Source: an optimization exercise on an open RTL-to-GDS flow (aim: small area and a short achievable clock period). Production flows keep margins and buffers that such runs may drop.
The RTL was checked by simulation tests, not by an equivalence proof against the original design.
No driver is modelled on the clock port, so clocking that relies on it looks cheaper here than on a real chip.

== run a ==
## dle_rx
module dle_rx #(
    parameter MAX_LEN = 32
) (
    input  wire                       clk,
    input  wire                       rst,
    input  wire                       in_valid,
    input  wire [7:0]                 in_byte,
    output reg                        pkt_valid,
    output reg                        pkt_ok,
    output wire [7:0]                 pkt_id,
    output reg  [5:0]                 pkt_data_len,
    output wire [8*(MAX_LEN-4)-1:0]   pkt_data,
    output reg  [5:0]                 pkt_raw_len,
    output wire [8*MAX_LEN-1:0]       pkt_raw,
    output reg                        too_long
);
    localparam [7:0] DLE = 8'h10;
    localparam [7:0] ETX = 8'h03;
    localparam DMAX = MAX_LEN - 4;
    reg       inframe;
    reg [5:0] len;
    reg       par;         
    reg [7:0] d1;          
    reg       w1;          
    reg       kd1, kd2;    
    reg       k1;          
    reg       f1, f2;      
    reg [4:0] wp;          
    wire is_dle   = (in_byte == DLE);
    wire is_etx   = (in_byte == ETX);
    wire idx2     = (len >= 6'd2);
    wire keep     = idx2 && !par;
    wire complete = inframe && is_etx && (len >= 6'd4) && par;
    wire full     = inframe && (len == MAX_LEN - 1);
    wire fail_now = !pkt_ok || f2;
  ...
Size in the first run: ~1400 cells after synthesis, ~17000 µm² of cells after synthesis.
==> flow/config.mk <==
export PLATFORM = sky130hd
export DESIGN_NAME = dle_rx
export DESIGN_NICKNAME = dle_rx
export VERILOG_FILES = /design/flow/design.v
export SDC_FILE = /design/flow/constraint.sdc
export NUM_CORES = 4
export LEC_CHECK = 0
export CAP_MARGIN = 20
export CORE_MARGIN = 2
export CORE_UTILIZATION = 60
export CTS_CLUSTER_DIAMETER = 100
export CTS_CLUSTER_SIZE = 30
export PLACE_DENSITY = 0.75
export SLEW_MARGIN = 60
export SYNTH_HIERARCHICAL = 1
export SYNTH_MINIMUM_KEEP_SIZE = 0
==> flow/constraint.sdc <==
create_clock -name core_clock -period 30.0 [get_ports {clk}]
set_input_delay 6.0000 -clock core_clock [delete_from_list [all_inputs] [get_ports {clk}]]
set_output_delay 6.0000 -clock core_clock [all_outputs]
set_load 0.01 [all_outputs]
standard.sh (not shown) runs the stock make flow with config.mk's settings and CLKGATE_MAP_FILE= SYNTH_SCRIPT=/design/flow/synth_recipe.tcl, a recipe that flattens the netlist after the stock synthesis.
==> flow/flow/run.sh <==
#!/bin/bash
# The standard layout (the standard.sh, standard synthesis unchanged),
# with every port buffered by a sky130_fd_sc_hd__buf_1 instead of the
# resizer's default choice (a clkdlybuf4s50_1 delay cell, which is larger
# and slower). All of make's output goes to flow_make.log.
set -euo pipefail
bash standard.sh "BUFFER_PORTS_ARGS=-buffer_cell sky130_fd_sc_hd__buf_1" finish > flow_make.log 2>&1
> inputs changed (run a -> run b)
==> flow/flow/run.sh <==
#!/bin/bash
# The standard layout (the standard.sh, standard synthesis unchanged),
# with two changes to how it is placed:
# - every port is buffered by a sky130_fd_sc_hd__buf_1 instead of the
#   resizer's default choice (a clkdlybuf4s50_1 delay cell, which is larger
#   and slower);
# - after global placement, flow/upsize.tcl gives the port buffers on the
#   slowest output paths (and the flip-flops driving them) the next drive
#   strength.
# All of make's output goes to flow_make.log.
set -euo pipefail
bash standard.sh \
  "BUFFER_PORTS_ARGS=-buffer_cell sky130_fd_sc_hd__buf_1" \
  "POST_GLOBAL_PLACE_TCL=$PWD/flow/upsize.tcl" \
  "UPSIZE_OUT_NS=0.53" \
  finish > flow_make.log 2>&1
==> flow/flow/upsize.tcl (new file) <==
set thr $::env(UPSIZE_OUT_NS)
set block [ord::get_db_block]
set nbuf 0
set nff 0
foreach p [get_ports -filter "direction==output"] {
  set s [get_property $p slack_max]
  if {$s == "INF" || $s == "inf"} continue
  set arr [expr {30.0 - 6.0 - $s}]
  if {$arr <= $thr} continue
  set bterm [$block findBTerm [get_property $p name]]
  set net [$bterm getNet]
  foreach it [$net getITerms] {
    if {![$it isOutputSignal]} continue
    set inst [$it getInst]
    set m [[$inst getMaster] getName]
    if {$m == "sky130_fd_sc_hd__buf_1"} {
      replace_cell [$inst getName] sky130_fd_sc_hd__buf_2
      incr nbuf
      # the buffer's driver
      set in [$inst findITerm A]
      set n2 [$in getNet]
      foreach it2 [$n2 getITerms] {
        if {![$it2 isOutputSignal]} continue
        set i2 [$it2 getInst]
        if {[[$i2 getMaster] getName] == "sky130_fd_sc_hd__dfxtp_1"} {
          replace_cell [$i2 getName] sky130_fd_sc_hd__dfxtp_2
          incr nff
        }
      }
    }
  }
}
puts "upsize.tcl: $nbuf output buffers and $nff flip-flops upsized (threshold $thr ns)"
estimate_parasitics -placement
-- flow/config.mk --
<<< run a, line 10
export CORE_UTILIZATION = 60
>>> run b, line 10
export CORE_UTILIZATION = 70
<<< run a, line 13
export PLACE_DENSITY = 0.75
>>> run b, line 13
export PLACE_DENSITY = 0.85
Results
- Compared with run a, in run b final design area excluding fillers barely changed, share of final layout cell area taken by non-clock buffers barely changed, routed wire length per instance climbed 0.68 µm, total buffers and inverters traversed by the critical path barely changed, number of vias in the routed layout climbed 1.9%.
- In run b, fraction of met3 tracks used by global routing is higher than in run a.
- Ratio of routed vias to standard cells ends up higher on run b.
- Looking at non-clock buffer count, run b sits about 0.4% below run a.
- Run b ends up with higher area of all sequential standard cells than run a does.
- Worst hold slack was higher in the run labelled run a.

## re-timing with driven ports
How much do the figures lean on ideal ports? The routed layouts below were timed once more, with nothing changed but the port constraints. Step 1, drivers: a clkbuf_16 drives clk and a buf_2 each remaining input, both assumed. Step 2 also shifts input and output timing later by t, the mid clock arrival at the registers, as if the neighbouring blocks saw the same clock. Three values: ideal, step 1, step 2; two values: the first two.
run | shift t [ns] | setup slack, ns | worst hold slack (ns) | pins driven straight from the clock port
run a | 0.590 | 22.768 / 22.716 / 22.589 | 0.477 / 0.477 / 0.477 | 1
run b | 0.583 | 22.880 / 22.829 / 22.562 | 0.469 / 0.469 / 0.469 | 1
After both steps setup and hold are still met in every run listed. For run b, which loses most, drivers alone change the setup slack by -0.051 ns; drivers and shift together by -0.318 ns.
